Context: an optimization exercise on an open-source flow, tuned for small area, a short achievable clock period and few clock cycles. The choices shown serve that exercise and are no tape-out recipe.
Only the layout flow was run in this run; the RTL was not checked for function there.

==> flow/config.mk <==
export PLATFORM = sky130hd
export DESIGN_NAME = tpb_codec
export DESIGN_NICKNAME = tpb_codec
export VERILOG_FILES = /design/flow/design.v
export SDC_FILE = /design/flow/constraint.sdc
export NUM_CORES = 8
export LEC_CHECK = 0
export CAP_MARGIN = 20
export CORE_MARGIN = 2
export CORE_UTILIZATION = 40
export SLEW_MARGIN = 20
==> flow/constraint.sdc <==
create_clock -name core_clock -period 70.0 [get_ports {clk}]
set_input_delay 14.0000 -clock core_clock [delete_from_list [all_inputs] [get_ports {clk}]]
set_output_delay 14.0000 -clock core_clock [all_outputs]
set_load 0.01 [all_outputs]
==> flow/design.v <==
module tpb_codec (
    input  wire        clk,
    input  wire        rst,         
    input  wire        cmd_valid,
    output wire        cmd_ready,
    input  wire [31:0] cmd_word,
    input  wire [63:0] cmd_opd,
    input  wire [15:0] cmd_flen,
    input  wire        frm_valid,
    output wire        frm_ready,
    input  wire [7:0]  frm_data,
    output reg         rsp_valid,
    output reg  [7:0]  rsp_status,
    output reg  [63:0] rsp_res
);
    localparam [7:0] ST_OK          = 8'h00;
    localparam [7:0] ST_BAD_SYNC    = 8'h01;
    localparam [7:0] ST_BAD_SIZE    = 8'h02;
    localparam [7:0] ST_BAD_PID     = 8'h03;
    localparam [7:0] ST_BAD_ADAPT   = 8'h04;
    localparam [7:0] ST_UNKNOWN_PKT = 8'h05;
    localparam [7:0] ST_BAD_OFFSET  = 8'h06;
    localparam [7:0] ST_ILLEGAL     = 8'h0D;
    localparam [7:0] OP_NOP         = 8'h00;
    localparam [7:0] OP_PKT_LOAD    = 8'h01;
    localparam [7:0] OP_PKT_VALID   = 8'h02;
    localparam [7:0] OP_PKT_RDB     = 8'h03;
    localparam [7:0] OP_PKT_WRB     = 8'h04;
    localparam [7:0] OP_PKT_CLASS   = 8'h05;
    localparam [7:0] OP_GET_TEI     = 8'h10;
    localparam [7:0] OP_SET_TEI     = 8'h11;
    localparam [7:0] OP_CLR_TEI     = 8'h12;
    localparam [7:0] OP_GET_PUSI    = 8'h13;
    localparam [7:0] OP_SET_PUSI    = 8'h14;
    localparam [7:0] OP_CLR_PUSI    = 8'h15;
    localparam [7:0] OP_GET_TP      = 8'h16;
    localparam [7:0] OP_SET_TP      = 8'h17;
    localparam [7:0] OP_CLR_TP      = 8'h18;
    localparam [7:0] OP_GET_PID     = 8'h20;
    localparam [7:0] OP_SET_PID     = 8'h21;
    localparam [7:0] OP_GET_TSC     = 8'h22;
    localparam [7:0] OP_SET_TSC     = 8'h23;
    localparam [7:0] OP_GET_AFC     = 8'h24;
    localparam [7:0] OP_SET_AFC     = 8'h25;
    localparam [7:0] OP_GET_CC      = 8'h26;
    localparam [7:0] OP_SET_CC      = 8'h27;
    localparam [7:0] OP_IS_NULL     = 8'h28;
    localparam [7:0] OP_HAS_AF      = 8'h30;
    localparam [7:0] OP_HAS_PL      = 8'h31;
    localparam [7:0] OP_GET_AFSLICE = 8'h32;
    localparam [7:0] OP_GET_PLSLICE = 8'h33;
    localparam [7:0] OP_HAS_PCR     = 8'h34;
    localparam [7:0] OP_GET_PCR     = 8'h35;
    localparam [7:0] OP_SET_PCR     = 8'h36;
    localparam [7:0] OP_CLR_PCR     = 8'h37;
    localparam [7:0] OP_SYS_RDERR   = 8'hF0;
    localparam [7:0] OP_SYS_CLRERR  = 8'hF1;
    localparam [7:0] OP_SYS_RESET   = 8'hF2;
    localparam PKT_SIZE = 188;
    reg [8*PKT_SIZE-1:0] pkt;
    reg [13:0]           err;
    localparam S_IDLE = 1'b0;
    localparam S_LOAD = 1'b1;
    reg       state;
    reg [7:0] load_cnt;    
    reg       load_ok;     
    assign cmd_ready = (state == S_IDLE);
    assign frm_ready = (state == S_LOAD);
    wire cmd_fire = cmd_valid & cmd_ready;
    wire frm_fire = frm_valid & frm_ready;
    wire [7:0]  op  = cmd_word[7:0];
    wire [7:0]  idx = cmd_word[15:8];
    wire [15:0] imm = cmd_word[31:16];
    wire fmt_f0_bad   = (idx != 8'd0) || (imm != 16'd0);
    wire fmt_fx_bad   = (imm != 16'd0);
    wire fmt_fm16_bad = (idx != 8'd0);
    wire fmt_fm4_bad  = (idx != 8'd0) || (imm[15:4] != 12'd0);
    wire fmt_fm2_bad  = (idx != 8'd0) || (imm[15:2] != 14'd0);
    wire fmt_fx8_bad  = (imm[15:8] != 8'd0);
    wire [7:0] pkt0 = pkt[8*0 +: 8];
    wire [7:0] pkt1 = pkt[8*1 +: 8];
    wire [7:0] pkt2 = pkt[8*2 +: 8];
    wire [7:0] pkt3 = pkt[8*3 +: 8];
    wire [7:0] pkt4 = pkt[8*4 +: 8];
    wire [7:0] pkt5 = pkt[8*5 +: 8];
    wire [7:0] pkt6 = pkt[8*6 +: 8];
    wire [7:0] pkt7 = pkt[8*7 +: 8];
    wire [7:0] pkt8 = pkt[8*8 +: 8];
    wire [7:0] pkt9 = pkt[8*9 +: 8];
    wire [7:0] pkt10 = pkt[8*10 +: 8];
    wire [7:0] pkt11 = pkt[8*11 +: 8];
    wire [1:0]  afc     = pkt3[5:4];
    wire        has_af  = afc[1];
    wire        has_pl  = afc[0];
    wire [7:0]  af_len  = pkt4;
    wire [12:0] pid     = {pkt1[4:0], pkt2};
    wire        has_pcr = has_af & pkt5[4];
    wire [32:0] pcr_base_rd = {pkt6, pkt7, pkt8, pkt9, pkt10[7]};
    wire [8:0]  pcr_ext_rd  = {pkt10[0], pkt11};
    wire [63:0] pcr_rd      = {31'd0, pcr_base_rd} * 64'd300 + {55'd0, pcr_ext_rd};
    wire [63:0] pcr_quot    = cmd_opd / 64'd300;
    wire [63:0] pcr_rem     = cmd_opd % 64'd300;
    wire [32:0] pcr_base_wr = pcr_quot[32:0];
    wire [8:0]  pcr_ext_wr  = pcr_rem[8:0];
    wire [7:0] af_win_len = (af_len > 8'd183) ? 8'd183 : af_len;
    wire [8:0] pl_start   = has_af ? (9'd5 + {1'b0, af_len}) : 9'd4;
    wire [8:0] pl_off     = (pl_start > 9'd188) ? 9'd188 : pl_start;
    wire [8:0] pl_len     = 9'd188 - pl_off;
    wire [7:0] rd_byte = pkt[8*idx +: 8];
    reg [7:0]            c_status;
    reg [63:0]           c_res;
    reg [8*PKT_SIZE-1:0] c_pkt;
    reg                  c_clr_err;
    reg                  c_start_load;
    always @* begin
        c_status     = ST_OK;
        c_res        = 64'd0;
        c_pkt        = pkt;
        c_clr_err    = 1'b0;
        c_start_load = 1'b0;
        case (op)
            OP_NOP: begin
                if (fmt_f0_bad) c_status = ST_ILLEGAL;
            end
            OP_PKT_LOAD: begin
                if (fmt_f0_bad)                 c_status = ST_ILLEGAL;
                else if (cmd_flen != PKT_SIZE)  c_status = ST_BAD_SIZE;
                else                            c_start_load = 1'b1;
            end
            OP_PKT_VALID: begin
                if (fmt_f0_bad)                          c_status = ST_ILLEGAL;
                else if (pkt0 != 8'h47)                  c_status = ST_BAD_SYNC;
                else if (has_af && (af_len > 8'd183))    c_status = ST_BAD_ADAPT;
            end
            OP_PKT_RDB: begin
                if (fmt_fx_bad)               c_status = ST_ILLEGAL;
                else if (idx >= PKT_SIZE)     c_status = ST_BAD_OFFSET;
                else                          c_res = {56'd0, rd_byte};
            end
            OP_PKT_WRB: begin
                if (fmt_fx8_bad)              c_status = ST_ILLEGAL;
                else if (idx >= PKT_SIZE)     c_status = ST_BAD_OFFSET;
                else                          c_pkt[8*idx +: 8] = imm[7:0];
            end
            OP_PKT_CLASS: begin
                if (fmt_f0_bad)               c_status = ST_ILLEGAL;
                else if (pkt0 == 8'h47)       c_res = 64'd0;
                else if (pkt0 == 8'h80)       c_res = 64'd1;
                else                          c_status = ST_UNKNOWN_PKT;
            end
            OP_GET_TEI, OP_GET_PUSI, OP_GET_TP: begin
                if (fmt_f0_bad) c_status = ST_ILLEGAL;
                else case (op)
                    OP_GET_TEI:  c_res = {63'd0, pkt1[7]};
                    OP_GET_PUSI: c_res = {63'd0, pkt1[6]};
                    default:     c_res = {63'd0, pkt1[5]};
                endcase
            end
            OP_SET_TEI, OP_CLR_TEI, OP_SET_PUSI, OP_CLR_PUSI, OP_SET_TP, OP_CLR_TP: begin
                if (fmt_f0_bad) c_status = ST_ILLEGAL;
                else case (op)
                    OP_SET_TEI:  c_pkt[8*1 + 7] = 1'b1;
                    OP_CLR_TEI:  c_pkt[8*1 + 7] = 1'b0;
                    OP_SET_PUSI: c_pkt[8*1 + 6] = 1'b1;
                    OP_CLR_PUSI: c_pkt[8*1 + 6] = 1'b0;
                    OP_SET_TP:   c_pkt[8*1 + 5] = 1'b1;
                    default:     c_pkt[8*1 + 5] = 1'b0;
                endcase
            end
            OP_GET_PID: begin
                if (fmt_f0_bad) c_status = ST_ILLEGAL;
                else            c_res = {51'd0, pid};
            end
            OP_SET_PID: begin
                if (fmt_fm16_bad)            c_status = ST_ILLEGAL;
                else if (imm > 16'h1FFF)     c_status = ST_BAD_PID;
                else begin
                    c_pkt[8*1 +: 5] = imm[12:8];
                    c_pkt[8*2 +: 8] = imm[7:0];
                end
            end
            OP_GET_TSC: begin
                if (fmt_f0_bad) c_status = ST_ILLEGAL;
                else            c_res = {62'd0, pkt3[7:6]};
            end
            OP_SET_TSC: begin
                if (fmt_fm2_bad) c_status = ST_ILLEGAL;
                else             c_pkt[8*3 + 6 +: 2] = imm[1:0];
            end
            OP_GET_AFC: begin
                if (fmt_f0_bad) c_status = ST_ILLEGAL;
                else            c_res = {62'd0, afc};
            end
            OP_SET_AFC: begin
                if (fmt_fm2_bad) c_status = ST_ILLEGAL;
                else             c_pkt[8*3 + 4 +: 2] = imm[1:0];
            end
            OP_GET_CC: begin
                if (fmt_f0_bad) c_status = ST_ILLEGAL;
                else            c_res = {60'd0, pkt3[3:0]};
            end
            OP_SET_CC: begin
                if (fmt_fm4_bad) c_status = ST_ILLEGAL;
                else             c_pkt[8*3 +: 4] = imm[3:0];
            end
            OP_IS_NULL: begin
                if (fmt_f0_bad) c_status = ST_ILLEGAL;
                else            c_res = {63'd0, (pid == 13'h1FFF)};
            end
            OP_HAS_AF: begin
                if (fmt_f0_bad) c_status = ST_ILLEGAL;
                else            c_res = {63'd0, has_af};
            end
            OP_HAS_PL: begin
                if (fmt_f0_bad) c_status = ST_ILLEGAL;
                else            c_res = {63'd0, has_pl};
            end
            OP_GET_AFSLICE: begin
                if (fmt_f0_bad)   c_status = ST_ILLEGAL;
                else if (has_af)  c_res = {48'd0, af_win_len, 8'd5};
            end
            OP_GET_PLSLICE: begin
                if (fmt_f0_bad)   c_status = ST_ILLEGAL;
                else if (has_pl)  c_res = {48'd0, pl_len[7:0], pl_off[7:0]};
            end
            OP_HAS_PCR: begin
                if (fmt_f0_bad) c_status = ST_ILLEGAL;
                else            c_res = {63'd0, has_pcr};
            end
            OP_GET_PCR: begin
                if (fmt_f0_bad)    c_status = ST_ILLEGAL;
                else if (has_pcr)  c_res = pcr_rd;
            end
            OP_SET_PCR: begin
                if (fmt_f0_bad) c_status = ST_ILLEGAL;
                else begin
                    if (!has_af) c_pkt[8*3 + 4 +: 2] = 2'b11;
                    if (pkt4 < 8'd7) c_pkt[8*4 +: 8] = 8'd7;
                    c_pkt[8*5 + 4]    = 1'b1;
                    c_pkt[8*6  +: 8]  = pcr_base_wr[32:25];
                    c_pkt[8*7  +: 8]  = pcr_base_wr[24:17];
                    c_pkt[8*8  +: 8]  = pcr_base_wr[16:9];
                    c_pkt[8*9  +: 8]  = pcr_base_wr[8:1];
                    c_pkt[8*10 +: 8]  = {pcr_base_wr[0], 6'b111111, pcr_ext_wr[8]};
                    c_pkt[8*11 +: 8]  = pcr_ext_wr[7:0];
                end
            end
            OP_CLR_PCR: begin
                if (fmt_f0_bad) c_status = ST_ILLEGAL;
                else if (has_af) begin
                    c_pkt[8*5 + 4]   = 1'b0;
                    c_pkt[8*6 +: 48] = 48'd0;
                end
            end
            OP_SYS_RDERR: begin
                if (fmt_f0_bad) c_status = ST_ILLEGAL;
                else            c_res = {50'd0, err};
            end
            OP_SYS_CLRERR: begin
                if (fmt_f0_bad) c_status = ST_ILLEGAL;
                else begin
                    c_res     = {50'd0, err};
                    c_clr_err = 1'b1;
                end
            end
            OP_SYS_RESET: begin
                if (fmt_f0_bad) c_status = ST_ILLEGAL;
                else begin
                    c_pkt     = {8*PKT_SIZE{1'b0}};
                    c_clr_err = 1'b1;
                end
            end
            default: c_status = ST_ILLEGAL;
        endcase
        if (c_status != ST_OK) begin
            c_res = 64'd0;
            c_pkt = pkt;
        end
    end
    function [13:0] err_bit;
        input [7:0] status;
        begin
            err_bit = (status == ST_OK) ? 14'd0 : (14'd1 << status[3:0]);
        end
    endfunction
    always @(posedge clk) begin
        if (rst) begin
            pkt        <= {8*PKT_SIZE{1'b0}};
            err        <= 14'd0;
            state      <= S_IDLE;
            load_cnt   <= 8'd0;
            load_ok    <= 1'b0;
            rsp_valid  <= 1'b0;
            rsp_status <= 8'd0;
            rsp_res    <= 64'd0;
        end else begin
            rsp_valid <= 1'b0;
            if (state == S_IDLE) begin
                if (cmd_fire) begin
                    if (c_start_load) begin
                        state    <= S_LOAD;
                        load_cnt <= 8'd0;
                        load_ok  <= 1'b0;
                    end else begin
                        pkt        <= c_pkt;
                        err        <= (c_clr_err ? 14'd0 : err) | err_bit(c_status);
                        rsp_valid  <= 1'b1;
                        rsp_status <= c_status;
                        rsp_res    <= c_res;
                    end
                end
            end else begin
                if (frm_fire) begin
                    if (load_cnt == 8'd0) begin
                        load_ok <= (frm_data == 8'h47);
                        if (frm_data == 8'h47) pkt[8*0 +: 8] <= frm_data;
                    end else if (load_ok) begin
                        pkt[8*load_cnt +: 8] <= frm_data;
                    end
                    load_cnt <= load_cnt + 8'd1;
                    if (load_cnt == PKT_SIZE - 1) begin
                        state      <= S_IDLE;
                        rsp_valid  <= 1'b1;
                        rsp_status <= load_ok ? ST_OK : ST_BAD_SYNC;
                        rsp_res    <= 64'd0;
                        if (!load_ok) err <= err | err_bit(ST_BAD_SYNC);
                    end
                end
            end
        end
    end
endmodule
==> flow/run.sh <==
#!/bin/bash
# synth_recipe.tcl (not shown) runs the flow's synth.tcl, then flattens the netlist and writes it again
# the make line also repeats each setting of config.mk as NAME=value (left out here)
make -C /OpenROAD-flow-scripts/flow DESIGN_CONFIG=/design/flow/config.mk WORK_HOME=/design/flow/orfs CLKGATE_MAP_FILE= SYNTH_SCRIPT=/design/flow/synth_recipe.tcl finish
==> summary.txt <==
Yosys cell counts (all sizes together), types with 131 or more instances:
| master | count | share of area, % |
|---|---|---|
| a21oi | 421 | 1.9 |
| a22oi | 1478 | 9.0 |
| a31oi | 131 | 0.71 |
| buf | 250 | 1.5 |
| clkbuf | 1127 | 4.0 |
| dfxtp | 1576 | 26 |
| inv | 309 | 0.94 |
| mux2i | 736 | 6.1 |
| mux4 | 490 | 9.0 |
| nand2 | 1241 | 3.9 |
| nand3 | 245 | 1.0 |
| nor2 | 2133 | 6.6 |
| nor3 | 185 | 0.83 |
| o21ai | 682 | 2.9 |
| o22ai | 1286 | 6.6 |
| xnor2 | 273 | 2.2 |
kinds of logic after synthesis:
logic type               after synthesis  synth area share (%)
AO/OA/AOI/OAI                       5082                 30.08
buffers and inverters               1711                 6.699
adder cells (fa/ha/maj)              205                 2.402
multiplexers                        1353                 16.30
XOR/XNOR                             353                 2.893
flip-flops                          1576                 25.68
AND/OR/NAND/NOR                     4408                 15.95
other                                  1              0.003052
registers in the layout, indices dropped and copies added (netlist names), named ones only:
| register | cells |
|---|---|
| pkt | 1496 |
| rsp_res | 43 |
| err | 14 |
| load_cnt | 8 |
| rsp_status | 4 |
| load_ok | 1 |
| rsp_valid | 1 |
| state | 1 |
final timing paths:
path	start	end	slack (ps)
worst max-delay path	cmd_opd[14]	pkt[93]	3720
worst min-delay path	pkt[54]	pkt[54]	460
worst max register to register	pkt[75]	rsp_res[41]	61360
worst min register to register	pkt[54]	pkt[54]	460
cell usage in the layout, fill, tap and decap left out, types with 50 or more instances in the layout:
master and n:
a21o_1 50, dfxtp_1 1575, xor2_1 69, ha_1 126, nand3_1 221, o211ai_1 55, nand2_1 1190, a22oi_1 1475
clkbuf_16 184, xnor2_1 228, fa_1 58, inv_1 305, nor4_1 50, a211oi_1 85, mux2_2 88, o22ai_1 1282
o21ai_1 54, mux4_2 490, o21ai_0 589, a31oi_1 123, mux2i_1 715, a21oi_1 377, buf_4 279, nor2_1 2085
and2_1 51, nor3_1 165, clkdlybuf4s50_1 150
repair_timing:
item                                    in CTS  in global routing
resized for setup                            0                 13
endpoints found under the setup margin       0                 10
setup buffers                                0                  3
stage by stage:
step	hold slack (ps)	std cells	cell area (um2)	setup slack, ps
3_3_place_gp	441.5	17860	125300	1047
6_report	458.5	18210	131600	3723
4_1_cts	455.2	18180	131300	1866
2_1_floorplan	428.6	14710	123000	12360
5_1_grt	488.6	18200	131600	3.602
3_5_place_dp	447.8	17860	125300	963.3
cell type report:
type,instances,area [um2],share of cell area [%]
multi-input combinational,11430,83710,63.60
sequential,1576,31550,23.97
clock buffer,267,5396,4.100
tap,4100,5130,3.897
timing repair buffer,451,3976,3.021
inverter,318,1216,0.9239
clock inverter,55,603.1,0.4582
antenna,16,40.04,0.03042
worst max-delay path: cells and delay by family:
kind,cells,cell delay [ps]
buf+inv,6,1960
simple gates,32,10990
xor+xnor,4,1510
mux,18,6400
compound gates,99,31940
metal layers:
layer,GRT usage [%],vias up,part of all wire (%)
met5,0,-,0.030
li1,-,54390,-
met4,15.52,22,5.6
met1,42.30,60410,41
met2,44.59,7875,42
met3,7.741,1372,12
==> results.ini <==
[outcome]
status = timing/DRC/antenna clean

[layout]
area_growth_pct = 7.127
n_fill_cell = 30510
fin_util_pct = 43.04
fin_nets = 14260
drive_gt1_share_pct = 14.09

[clock_network]
root_buffer = clkbuf_16
hold_buffers = 0
cts.sinks = 1576
path_clk_slew_ps = 60
clock_latency_ps = 910
h-tree-depth = 4
cts_tree = built
numCtsBuffers = 182
cts_buffer_depth = 4

[sta]
period_needed_ps = 66280
slew_viol_final = 0
worstMarginPinSlew_ps = 1246
post-route-period-util_pct = 94.68
hold_viol = 0
finClkSkew_ps = 88.62
slew_headroom_pct = 16.52
rsz0062_at_grt = false
fin_tns_setup_ps = 0
fmax_mhz = 15.09
setup_viol = 0

[setup_path]
critPathLaunchType = input port
crit_top_cell = mux2i_1
crit_slowest_cell = a2111oi_1
cp_max_fo = 24
endpoint_kind = flip-flop
crit_type = in -> reg
critPathArrivalTime_ps = 67040
worstPathRequired_ps = 70760
slowest_delay_ps = 860
reg2reg_depth = 44

[route]
initialDrtViolationCount = 18480
post_drt_wl_per_cell_um = 27.85
wl_mm = 507.0
drt_pass1_iterations = 17
vias = 124100
viasPerCell = 6.813
postRouteAntennaNets = 0
drc = 0

[die]
core_mm2 = 0.3058
start_util_pct = 40.18
die_area_mm2 = 0.3116
dieHeight_um = 558.2
pin_count = 199
rows = 203
die_width_um = 558.2

[logic_synthesis]
synth_cell_types = 222
synth_area_per_cell_um2 = 8.365
yosysWarningCount = 1
ys_seq_area_share_pct = 25.68
ys_ff_latch = 1576
synthCells = 14690
ys.flop_type = dfxtp_1
synth_edf_count = 0
synth_area_mm2 = 0.1229
ys_async_sr_fraction_pct = 0

[placed_design]
dp_hpwl_mm = 326.9
portBuffers = 173
gp_congestion = 0.9723

[global_routing]
first_global_vias = 113000
overflow = 0
grt_pass1_wl_mm = 749.1
antenna_found_initial = 34
grt_max_degree = 197
grtUsageTotal_pct = 30.84

[worst_hold_path]
hp-class = reg -> reg
hold_depth = 2

[flow_run]
drv_cap = 0

[what the ideal ports hide]
How much do the figures lean on ideal ports? The routed layout below was timed once more, with nothing changed but the port constraints.
Step 1 sets driving cells, clkbuf_16 on the clock port and buf_2 on the other inputs (assumed; they add their load-dependent delay and slew).
Step 2 adds t to the input delays and takes it off the output delays; t is the mean of the earliest and latest rising clock arrival at the registers after step 1. Input paths then give back, and output paths get back, about the clock's delay inside the block.
Slacks: ideal ports / drivers / drivers and shift; pairs: ideal ports / drivers.
t, ns: 0.969
setup slack, ns: 3.723 / 3.805 / 2.836
worst setup path after step 2: input to register
After both steps setup and hold are still met in this run. For this run, drivers alone change the setup slack by +0.082 ns; drivers and shift together by -0.887 ns.
